This is an optimization exercise on Yosys and OpenROAD, whose aim is small area, a short achievable clock period and few clock cycles per item, not a production implementation.
The RTL was checked by simulation tests, not by an equivalence proof against the original design.
Power is estimated from default activity; no workload was simulated.

===== design/flow/design.v =====
module fdec (
    input  wire        clk,
    input  wire        rst,         
    input  wire        rx_valid,
    input  wire [7:0]  rx_data,
    input  wire        rx_eos,
    output wire        rx_ready,
    output wire        fo_valid,
    input  wire        fo_ready,
    output wire [31:0] fo_seq,
    output wire [6:0]  fo_len,
    output wire [7:0]  fo_data,
    output wire        fo_last,
    output wire        done         
);
    localparam MAXP = 64;                
    localparam NB   = 68;                
    localparam SYNC = 8'hAA;
    localparam S_SEARCH  = 2'd0;
    localparam S_HEADER  = 2'd1;
    localparam S_PAYLOAD = 2'd2;
    localparam S_END     = 2'd3;         
    reg  [7:0]    mem [0:NB-1];
    reg           mw_v;      
    reg  [6:0]    mw_a;
    reg  [7:0]    mw_d;
    reg           m_v, s_v, done_r, rdy_r;
    reg  [7:0]    m_d, s_d;
    reg           m_aa, s_aa;
    assign rx_ready = rdy_r;                 
    assign done     = done_r;
    reg  [6:0]    rp, wp;
    reg           qpend;     
    reg           qv;
    reg  [7:0]    qd;
    reg           q_aa;
    reg  [1:0]    st;
    reg  [5:0]    wlen;      
    reg  [6:0]    prem;      
    reg           hl_r;      
    reg           pl_r;      
    reg           lbad;      
    reg           vok;       
    reg  [6:0]    la7;       
    reg           hdr_pay;   
    reg  [7:0]    r [0:15];  
    reg  [3:0]    trk;       
    reg           fnd;       
    reg  [6:0]    nslot;     
    reg           fnd_last;  
    reg  [6:0]    sslot;     
    reg           em_act;    
    reg  [2:0]    em_sqc;    
    reg  [6:0]    em_rem;    
    reg           em_zero;   
    reg  [6:0]    ra;        
    reg           ra_ok;     
    reg  [6:0]    fre;       
    reg           pend;      
    reg           fo_v, fo_l, sk_v, sk_l;
    reg  [7:0]    fo_d, sk_d;
    reg  [31:0]   o_seq;
    reg  [6:0]    o_len;
    assign fo_valid = fo_v;
    assign fo_seq   = o_seq;
    assign fo_len   = o_len;
    assign fo_data  = fo_d;
    assign fo_last  = fo_l;
    wire em_busy = em_act || fo_v || sk_v;
    wire       src_q  = qpend;
    wire       have   = src_q ? qv : m_v;
    wire [7:0] b      = qv ? qd : m_d;        
    wire       is_aa  = qv ? q_aa : m_aa;
    wire in_hdr  = (st == S_HEADER);
    wire in_pay  = (st == S_PAYLOAD);
    wire in_end  = (st == S_END);
    wire ok_end  = in_end && vok;            
    wire ld      = (ok_end || pend) && !em_busy;    
    wire end_q   = in_end && !vok && fnd;    
    wire lrej    = in_hdr && lbad;           
    wire store   = !src_q && (in_pay || (in_hdr && (fnd || (wlen[5:3] == 3'b101))));    
    wire full    = em_act && ((fre == 7'd0) || ((fre == 7'd1) && mw_v));
    wire stall   = (pend && in_hdr && (wlen == 6'd16)) || (store && full) || end_q || lrej;
    wire step    = have && !stall;
    wire wr      = step && store;
    wire [6:0] rp_inc  = (rp == NB-1) ? 7'd0 : rp + 7'd1;
    wire [6:0] rp_next = (src_q || store) ? rp_inc : rp;
    wire [6:0] ra_inc  = (ra == NB-1) ? 7'd0 : ra + 7'd1;
    wire [6:0] fre_p1  = fre + 7'd1;
    wire [6:0] fre_m1  = fre - 7'd1;
    wire [7:0] sdist   = {1'b0, sslot} - {1'b0, wp};
    wire [6:0] fre_ini = sdist[7] ? sdist[6:0] + NB : sdist[6:0];
    wire       fnd_now   = fnd || ((trk == 4'd15) && is_aa);
    wire [6:0] nslot_now = fnd ? nslot : rp_next;
    wire [3:0] trk_now   = is_aa ? trk + 4'd1 : 4'd0;
    wire [5:0] wl = (in_end && vok) ? 6'd0 : wlen;
    wire [7:0] lab = {1'b0, la7};
    wire lchk = (wlen == 6'd16) ? (b <= MAXP) :
                (wlen == 6'd20) ? (b == lab) : (b == 8'd0);
    wire rest_zero = ~|{r[1], r[2], r[3], r[4], r[5], r[6], r[7], r[8],
                        r[9], r[10], r[11], r[12], r[13], r[14], r[15]};
    wire hdr_ok    = rest_zero && (r[0] == 8'd0);
    wire pay_ok    = rest_zero && (qv ? (r[0] == qd) : (r[0] == m_d));
    wire rp_chg    = (step && (src_q || store)) || ((end_q || lrej) && fnd);
    wire [7:0] rdata   = mem[ra];
    wire       sfetch  = em_act && (em_sqc != 3'd0);
    wire       fetch   = em_act && (em_sqc == 3'd0) && !sk_v;
    wire       radv    = sfetch || (fetch && !em_zero);
    wire       b_last  = em_zero || (em_rem == 7'd1);
    wire       qfetch  = !em_act && qpend && !qv && ra_ok;
    always @(posedge clk) begin
        mw_a <= wp;
        mw_d <= b;
        if (mw_v)
            mem[mw_a] <= mw_d;
    end
    integer i;
    always @(posedge clk) begin
        if (step) begin
            if (in_hdr && wlen == 6'd16) begin
                la7     <= b[6:0];
                hdr_pay <= (b[6:0] != 7'd0);
            end
            if (in_hdr && wlen == 6'd40)
                sslot <= rp;
            if ((in_hdr && wlen >= 6'd24 && wlen < 6'd40) || in_pay) begin
                for (i = 0; i < 15; i = i + 1)
                    r[i] <= r[i+1];
                r[15] <= in_pay ? (r[0] - b) : (b - lab);
            end
            if (in_hdr || in_pay) begin
                nslot    <= nslot_now;
                fnd_last <= !fnd && fnd_now;
            end
            if (hl_r)
                prem <= la7;
            else
                prem <= prem - 7'd1;
            vok <= hl_r ? hdr_ok : pay_ok;
        end
        if (ld)
            o_len <= la7;
        if (sfetch) begin
            case (em_sqc)
                3'd4: o_seq[7:0]   <= rdata;
                3'd3: o_seq[15:8]  <= rdata;
                3'd2: o_seq[23:16] <= rdata;
                default: o_seq[31:24] <= rdata;
            endcase
        end
        if (qfetch) begin
            qd   <= rdata;
            q_aa <= (rdata == SYNC);
        end
        if (!m_v || (step && !src_q)) begin
            m_d  <= s_v ? s_d : rx_data;
            m_aa <= s_v ? s_aa : (rx_data == SYNC);
        end
        if (!s_v) begin
            s_d  <= rx_data;
            s_aa <= (rx_data == SYNC);
        end
        if (!fo_v || fo_ready) begin
            fo_d <= sk_v ? sk_d : rdata;
            fo_l <= sk_v ? sk_l : b_last;
        end
        if (!sk_v) begin
            sk_d <= rdata;
            sk_l <= b_last;
        end
    end
    always @(posedge clk) begin
        if (end_q || (lrej && fnd)) begin
            trk  <= 4'd15;
            fnd  <= 1'b0;
            lbad <= 1'b0;
        end else if (lrej) begin
            lbad <= 1'b0;
        end else if (in_end && !step) begin
            fnd  <= 1'b0;
        end
        if (step) begin
            hl_r <= in_hdr && (wlen == 6'd42);
            pl_r <= hl_r ? (la7 == 7'd1) : (in_pay && (prem == 7'd2));
            lbad <= in_hdr && (wlen[5:3] == 3'b010) && !lchk;    
            if (in_hdr || in_pay) begin
                trk <= trk_now;
                fnd <= fnd_now;
            end else begin
                fnd <= 1'b0;
                if (is_aa && wl == 6'd15)
                    trk <= 4'd15;
            end
        end
        if (ld)
            fre <= fre_ini;
        else
            fre <= (radv && !mw_v) ? fre_p1 : (!radv && mw_v) ? fre_m1 : fre;
        if (ld) begin
            em_sqc  <= 3'd4;
            em_rem  <= la7;
            em_zero <= !hdr_pay;
            ra      <= sslot;
            ra_ok   <= 1'b0;
        end else if (em_act) begin
            ra_ok <= 1'b0;
            if (radv)
                ra <= ra_inc;
            if (sfetch)
                em_sqc <= em_sqc - 3'd1;
            if (fetch) begin
                if (em_zero)
                    em_zero <= 1'b0;
                else
                    em_rem <= em_rem - 7'd1;
            end
        end else begin
            ra    <= rp;
            ra_ok <= !rp_chg;
        end
    end
    always @(posedge clk) begin
        if (rst) begin
            m_v     <= 1'b0;
            s_v     <= 1'b0;
            done_r  <= 1'b0;
            rp      <= 7'd0;
            wp      <= 7'd0;
            qpend   <= 1'b0;
            qv      <= 1'b0;
            st      <= S_SEARCH;
            wlen    <= 6'd0;
            em_act  <= 1'b0;
            pend    <= 1'b0;
            fo_v    <= 1'b0;
            sk_v    <= 1'b0;
            mw_v    <= 1'b0;
            rdy_r   <= 1'b1;
        end else begin
            mw_v  <= wr;
            rdy_r <= !(s_v ? !(!m_v || (step && !src_q)) : (m_v && !(step && !src_q) && rx_valid && rx_ready && !rx_eos))
                     && !(done_r || (rx_valid && rx_ready && rx_eos));
            if (rx_valid && rx_ready && rx_eos)
                done_r <= 1'b1;
            if (!m_v || (step && !src_q)) begin
                if (s_v) begin
                    m_v <= 1'b1;
                    s_v <= 1'b0;
                end else begin
                    m_v <= rx_valid && rx_ready && !rx_eos;
                end
            end else if (rx_valid && rx_ready && !rx_eos) begin
                s_v <= 1'b1;
            end
            if (step && src_q)
                qv <= 1'b0;
            else if (qfetch)
                qv <= 1'b1;
            if (end_q || (lrej && fnd)) begin
                st    <= S_HEADER;
                wlen  <= 6'd16;
                rp    <= nslot;
                qpend <= !fnd_last || (nslot != wp);
            end else if (lrej) begin
                st    <= S_SEARCH;
                wlen  <= {2'b00, trk};
            end else if (in_end && !step) begin
                st    <= S_SEARCH;
                wlen  <= wl;
            end
            if (step) begin
                rp   <= rp_next;
                if (src_q)
                    qpend <= (rp_inc != wp);
                if (store)
                    wp <= rp_inc;
                case (st)
                    S_HEADER: begin
                        wlen <= wlen + 6'd1;
                        if (hl_r) begin
                            st   <= hdr_pay ? S_PAYLOAD : S_END;
                            wlen <= {2'b00, trk_now};
                        end
                    end
                    S_PAYLOAD: begin
                        if (pl_r) begin
                            st   <= S_END;
                            wlen <= {2'b00, trk_now};
                        end
                    end
                    default: begin       
                        if (is_aa) begin
                            wlen <= wl + 6'd1;
                            if (wl == 6'd15) begin
                                st  <= S_HEADER;
                            end else begin
                                st  <= S_SEARCH;
                            end
                        end else begin
                            wlen <= 6'd0;
                            st   <= S_SEARCH;
                        end
                    end
                endcase
            end
            if (ld)
                pend <= 1'b0;
            else if (ok_end)
                pend <= 1'b1;
            if (ld)
                em_act <= 1'b1;
            else if (fetch && b_last)
                em_act <= 1'b0;
            if (fetch) begin
                if (!fo_v || fo_ready)
                    fo_v <= 1'b1;
                else
                    sk_v <= 1'b1;
            end else if (sk_v) begin
                if (fo_ready)
                    sk_v <= 1'b0;
            end else if (fo_ready) begin
                fo_v <= 1'b0;
            end
        end
    end
endmodule

===== design/flow/flow/run.sh =====
#!/bin/bash
set -euo pipefail
bash standard.sh SETUP_SLACK_MARGIN=7 \
  "BUFFER_PORTS_ARGS=-buffer_cell sky130_fd_sc_hd__buf_2" \
  "CTS_ARGS=-sink_clustering_enable -repair_clock_nets -buf_list sky130_fd_sc_hd__clkbuf_16 -sink_clustering_size 24 -sink_clustering_max_diameter 80 -dont_use_dummy_load" \
  finish > standard_flow.log 2>&1

===== design/flow/standard.sh =====
#!/bin/bash
# synth_recipe.tcl (not shown) runs the flow's synth.tcl, then flattens the netlist and writes it again
# the make line also repeats each setting of config.mk as NAME=value (left out here)
make -C /OpenROAD-flow-scripts/flow DESIGN_CONFIG=/design/flow/config.mk WORK_HOME=/design/flow/orfs CLKGATE_MAP_FILE= SYNTH_SCRIPT=/design/flow/synth_recipe.tcl "${@:-finish}"

===== design/flow/config.mk =====
export PLATFORM = sky130hd
export DESIGN_NAME = fdec
export DESIGN_NICKNAME = fdec
export VERILOG_FILES = /design/flow/design.v
export SDC_FILE = /design/flow/constraint.sdc
export NUM_CORES = 4
export LEC_CHECK = 0
export CAP_MARGIN = 20
export CORE_MARGIN = 2
export CORE_UTILIZATION = 40
export SLEW_MARGIN = 20

===== design/flow/constraint.sdc =====
create_clock -name core_clock -period 10.0 [get_ports {clk}]
set_input_delay 2.0000 -clock core_clock [delete_from_list [all_inputs] [get_ports {clk}]]
set_output_delay 2.0000 -clock core_clock [all_outputs]
set_load 0.01 [all_outputs]

==> results of run 1 <==
## synth_stat cells, drive strengths merged (17+ instances only)
library cell,count
nor3,21
nand3,37
mux4,137
xor2,27
nor4,42
nor2,145
inv,57
nand4,17
dfxtp,81
clkbuf,41
mux2,39
edfxtp,795
nor2b,17
a21oi,50
nand2,115
o21ai,71
xnor2,39
buf,44
mux2i,51
ha,44
## final timing paths
path / startpoint / endpoint
worst max-delay path: fo_d[1]$_DFFE_PP_ / fo_data[1]
worst min-delay path: wp[6]$_SDFFE_PP0P_ / mw_a[6]$_DFF_P_
worst max register to register: register / fo_d[7]$_DFFE_PP_
worst min register to register: wp[6]$_SDFFE_PP0P_ / mw_a[6]$_DFF_P_
## power by group
group	total (µW)	leakage, µW	internal, µW	switching [µW]
sequential	4190	0.00787	4120	67.4
combinational	807	0.00347	323	483
clock	1830	0.000530	771	1060
total	6820	0.0119	5210	1610
## final cells by class
| cell class | instances | area, µm² |
|---|---|---|
| fillers | 7516 | 48400 |
| flip-flops and latches | 876 | 25500 |
| multi-input cells | 1017 | 9060 |
| well taps | 1155 | 1450 |
| clock buffers | 43 | 1080 |
| repair buffers | 118 | 996 |
| inverters | 57 | 219 |
## registers in the layout (all words and copies together), names as in the netlist, 3 cells and up, named ones only
name,count
mem,544
r,128
o_seq,32
fo_d,8
m_d,8
mw_d,8
qd,8
s_d,8
sk_d,8
em_rem,7
fre,7
la7,7
mw_a,7
nslot,7
o_len,7
prem,7
ra,7
rp,7
sslot,7
wp,7
wlen,6
trk,4
em_sqc,3
## logic make-up after synthesis
family | share of synthesized area, %
DFF | 72.8
buffers and inverters | 1.92
adders and majority gates | 1.74
muxes | 11.5
AOI/OAI and AO/OA | 4.28
and+or+nand+nor | 6.09
xor gates and xnor gates | 1.65
## routing by layer
metal	up-vias	wire length, µm	track usage [%]
li1	8116	-	-
met1	9590	35700	25.9
met2	643	38700	29.2
met3	87	4730	2.16
met4	0	1450	3.58
met5	-	0	0
## what timing repair did
action                                  CTS  global route
gates cloned                              3             1
buffers inserted                         17             6
endpoints found under the setup margin  253           116
resized for setup                        53            27
pin swaps                                 2             4
## metrics by stage
| stage | std cells | hold WS [ps] | setup WS [ps] |
|---|---|---|---|
| floorplan | 2034 | 375 | 6050 |
| global placement | 3196 | 424 | 5900 |
| detailed placement | 3196 | 428 | 5890 |
| CTS | 3259 | 446 | 6800 |
| global route | 3266 | 456 | 6790 |
| finish | 3266 | 441 | 6840 |
==> impl_metrics.ini, run 1 <==
[status]
status = timing/DRC/antenna clean

[placed_design]
detailed_place_hpwl_um = 50600
gp_routability_congestion = 0.886
total_of_buffers_placed_on_input_and_output_ports = 63
detailed_place.area_um2 = 36600

[layout]
area_added_between_synthesis_and_finish_pct = 9.43
drive_above_1_share_pct = 19.0
most-common-layout-cells = 795 x edfxtp_1, 143 x nor2_1, 136 x mux4_2
finish.instance_area_um2 = 38300
final_util_pct = 44.2
final_net_count = 2173
insertedDiodeCount = 0
layout.cells.most_common = edfxtp_1

[floorplan]
die_height_um = 300
row_count = 108
core_region_area_um2 = 86800
start_util_pct = 40.4
ioPinCount = 64
dieWidth_um = 300
dieArea_um2 = 90000

[worst_setup_path]
critical_path_depth = 1
crit_chain = buf_2
timing_worst_setup_path_type = reg2out
crit_required_ps = 8000
endpoint_kind = output port
critPathBufInv = 1
cp_top_family = flip-flops
worst_ep_arrival_time_ps = 1160
reg2reg_slack_ps = 7060
path_max_fanout = 1
cp_slowest_cell = edfxtp_1
worst_setup_path_start_kind = register
r2r.worst_path.cells = 7
crit_path_max_incr_delay_ps = 410

[pwr]
vdd_drop_max_mv = 0.111
power_uw = 6820
power-per-cell-area_nw_per_um2 = 178
power_leakage_uw = 0.0119

[drt]
drt-total-wl_um = 80500
num_vias = 18436
detail_route.iter0.violations = 1911
post_drt_wl_per_cell_um = 24.7
drc = 0
detailedRoute.firstPassIterationCount = 5
avgViaCountPerCell = 5.64
route.antenna.remaining_nets = 0

[cts]
cts.sinks = 876
cts-root-to-sink-buffers = 3
clk_latency_ps = 610
cts_hold_buffers_added = 0
cts_made_buffers = 43
tritoncts = built
max_h_tree_level = 2
worst_setup_hold_path_clk_slew_ps = 100
clockRootBuffer = clkbuf_16

[global_routing]
first_global_vias = 18436
grt_antenna_before_repair = 0
grt_max_degree = 92
grt_overall_usage_pct = 17.8
overflow = 0
grt_first_pass_wirelength_um = 120000

[synth]
synth-seq-cells = 876
synth-seq-area-share_pct = 72.8
synth_edf_count = 795
post-synth-top-area-cell = edfxtp_1
post_synth_main_area_contributors = edfxtp_1 68%, mux4_2 8.7%, dfxtp_1 4.6%
syn_inst = 2034
async_reset_ff_share_pct = 0
synth_ff_type = edfxtp_1
synth_cell_type_count = 78
net_count_after_synthesis = 2094
yosysWarnings = 2
synth_top_area_share_pct = 68.2
avg_synthesized_cell_area_um2 = 17.2
syn_area_um2 = 35000

[min_path]
hold_path_class = reg2reg
min_path_cells = 0

[timing]
min_period_ps = 3160
final_number_of_max_transition_violations = 0
hold_viol_final = 0
achievable-frequency_mhz = 316
setup_viol = 0
worstMarginPinSlew_ps = 1040
max_slew_margin_pct = 30.5
timing.setup.tns_ps = 0
final_min_period_over_clock_period_pct = 31.6
grt_setup_unrepaired = true
skew_ps = 53.4

[run]
max-cap-violations = 0
Testbench counts, summed over its fixed seeds: cycles 74,668, bytes 74,262.
==> run 2, diff against run 1 <==
--- a/design/flow/config.mk
+++ b/design/flow/config.mk
@@ -6,6 +6,6 @@
 export NUM_CORES = 4
 export LEC_CHECK = 0
-export CAP_MARGIN = 20
+export CAP_MARGIN = 5
 export CORE_MARGIN = 2
 export CORE_UTILIZATION = 40
-export SLEW_MARGIN = 20
+export SLEW_MARGIN = 5
==> impl_metrics.ini, run 2 <==
[cts]
clk_latency_ps = 610
cts-root-to-sink-buffers = 3
cts.sinks = 876
max_h_tree_level = 2
tritoncts = built
clockRootBuffer = clkbuf_16
worst_setup_hold_path_clk_slew_ps = 100
cts_made_buffers = 43
cts_hold_buffers_added = 0

[synth]
synth-seq-cells = 876
net_count_after_synthesis = 2094
async_reset_ff_share_pct = 0
synth_cell_type_count = 78
synth_top_area_share_pct = 68.2
avg_synthesized_cell_area_um2 = 17.2
synth.cells.most_frequent = 795 x edfxtp_1, 145 x nor2_1, 136 x mux4_2
post_synth_main_area_contributors = edfxtp_1 68%, mux4_2 8.7%, dfxtp_1 4.6%
syn_inst = 2034
synth_edf_count = 795
syn_area_um2 = 35000
post-synth-top-area-cell = edfxtp_1
yosysMostFrequentCell = edfxtp_1
synth-seq-area-share_pct = 72.8
yosysWarnings = 2
synth_ff_type = edfxtp_1

[timing]
max_slew_margin_pct = 30.5
timing.setup.tns_ps = 0
min_period_ps = 3160
worstMarginPinSlew_ps = 1040
hold_viol_final = 0
skew_ps = 53.4
setup_viol = 0
final_number_of_max_transition_violations = 0
final_min_period_over_clock_period_pct = 31.6
achievable-frequency_mhz = 316
grt_setup_unrepaired = true

[placed_design]
detailed_place_hpwl_um = 50600
gp_routability_congestion = 0.886
total_of_buffers_placed_on_input_and_output_ports = 63
detailed_place.area_um2 = 36600

[layout]
area_added_between_synthesis_and_finish_pct = 9.43
drive_above_1_share_pct = 19.0
fillerInstances = 7516
insertedDiodeCount = 0
registers.top_by_ff_count = mem
largest_register_ff_count = 544
layout_top_registers = mem x544, r x128, o_seq x32
final_net_count = 2173
most-common-layout-cells = 795 x edfxtp_1, 143 x nor2_1, 136 x mux4_2
finish.instance_area_um2 = 38300
layout.cells.most_common = edfxtp_1

[global_routing]
grt_max_degree = 92
first_global_vias = 18436
overflow = 0
grt_antenna_before_repair = 0
grt_overall_usage_pct = 17.8
grt_first_pass_wirelength_um = 120000

[floorplan]
core_region_area_um2 = 86800
die_height_um = 300
dieWidth_um = 300
ioPinCount = 64
start_util_pct = 40.4
row_count = 108
dieArea_um2 = 90000

[pwr]
power_leakage_uw = 0.0119
power-per-cell-area_nw_per_um2 = 178
vdd_drop_max_mv = 0.111

[drt]
num_vias = 18436
avgViaCountPerCell = 5.64
detailedRoute.firstPassIterationCount = 5
detail_route.iter0.violations = 1911
drc = 0
route.antenna.remaining_nets = 0
drt-total-wl_um = 80500
post_drt_wl_per_cell_um = 24.7

[worst_setup_path]
r2r.worst_path.cells = 7
timing_worst_setup_path_type = reg2out
worst_setup_path_start_kind = register
endpoint_kind = output port
rr_endpoint = fo_d[7]$_DFFE_PP_
reg2reg_slack_ps = 7060
critPathBufInv = 1
worst_ep_arrival_time_ps = 1160
cp_slowest_cell = edfxtp_1
cp_top_family = flip-flops
crit_required_ps = 8000
crit_chain = buf_2
path_max_fanout = 1
crit_path_max_incr_delay_ps = 410

[min_path]
hold_start = wp[6]$_SDFFE_PP0P_
min_path_cells = 0
hold_path_class = reg2reg
min_delay_worst_endpoint = mw_a[6]$_DFF_P_

[status]
status = timing/DRC/antenna clean

[run]
max-cap-violations = 0
run 2: cell counts after synthesis:
Identical to the previous run, type by type.
run 2: worst max path at each step:
| stage | start | to | slack (ps) | cells past startpoint |
|---|---|---|---|---|
| 2_1_floorplan | st[1]$_SDFF_PP0_ | r[0][0]$_DFFE_PP_ | 6050 | 11 |
| 3_3_place_gp | register | q_aa$_DFFE_PP_ | 5900 | 9 |
| 3_5_place_dp | register | fo_d[0]$_DFFE_PP_ | 5890 | 8 |
| 4_1_cts | fo_d[1]$_DFFE_PP_ | fo_data[1] | 6800 | 1 |
| 5_1_grt | fo_d[3]$_DFFE_PP_ | fo_data[3] | 6790 | 1 |
| 6_report | fo_d[1]$_DFFE_PP_ | fo_data[1] | 6840 | 1 |
run 2: final cells by class:
cell class                      instances  area, µm²  area share, %
Timing Repair Buffer                  118        996           2.60
Clock buffer                           43       1080           2.81
Multi-Input combinational cell       1017       9060           23.6
Sequential cell                       876      25500           66.6
Tap cell                             1155       1450           3.77
Inverter                               57        219          0.571
run 2: timing repair:
item                                    CTS  global route
resized for setup                        53            27
hold endpoints to repair                  0             0
pin swaps                                 2             4
gates cloned                              3             1
setup buffers                            17             6
endpoints found under the setup margin  253           116
run 2: kinds of logic after synthesis:
logic type                 synth area share [%]
DFF                                        72.8
xor gates and xnor gates                   1.65
muxes                                      11.5
buffers and inverters                      1.92
and+or+nand+nor                            6.09
adders and majority gates                  1.74
AOI/OAI and AO/OA                          4.28
run 2: power breakdown:
| part | switching, µW | total, µW | internal (µW) | leakage (µW) |
|---|---|---|---|---|
| logic | 483 | 807 | 323 | 0.00347 |
| clock network | 1060 | 1830 | 771 | 0.000530 |
| registers | 67.4 | 4190 | 4120 | 0.00787 |
| total | 1610 | 6820 | 5210 | 0.0119 |
run 2: through the flow:
stage	utilization, %	instances	hold slack [ps]	setup slack (ps)	total power, µW
after global routing	44.2	3266	456	6790	7050
after CTS	44.0	3259	446	6800	6860
final	44.2	3266	441	6840	6820
after floorplan	-	2034	375	6050	4750
after detailed placement	42.2	3196	428	5890	5000
after global placement	42.2	3196	424	5900	4980
run 2: worst register-to-register path: stages (launching register included):
cell	delay, ps
dfxtp_4	560
buf_12	290
mux4_2	370
mux2_2	330
o221ai_1	230
a221oi_1	130
a221o_2	460
mux2_2	300
run 2: per-layer routing:
layer,global-route usage [%],routed length [µm],vias to the layer above
met5,0,0,-
met4,3.58,1450,0
met3,2.16,4730,87
met2,29.2,38700,643
met1,25.9,35700,9590
li1,-,-,8116

## static timing again, ports no longer ideal
The results above use ideal ports. As a check the final layouts listed here were re-extracted and re-timed, cells and wires unchanged. Step 1 sets driving cells, clkbuf_16 on the clock port and buf_2 on the other inputs (assumed; they add their load-dependent delay and slew). Step 2 also shifts input and output timing later by t, the mid clock arrival at the registers, as if the neighbouring blocks saw the same clock. a / b / c = ideal ports / drivers / drivers and shift; a / b = the first two.
| run | t (ns) | setup slack, ns | worst register clock-pin slew, ns | worst data-port slew with drivers (ns) |
|---|---|---|---|---|
| run 1 | 0.659 | 6.838 / 6.767 / 6.753 | 0.10 / 0.10 | 0.06 |
| run 2 | 0.659 | 6.838 / 6.767 / 6.753 | 0.10 / 0.10 | 0.06 |
After both steps every run listed still meets setup and hold.
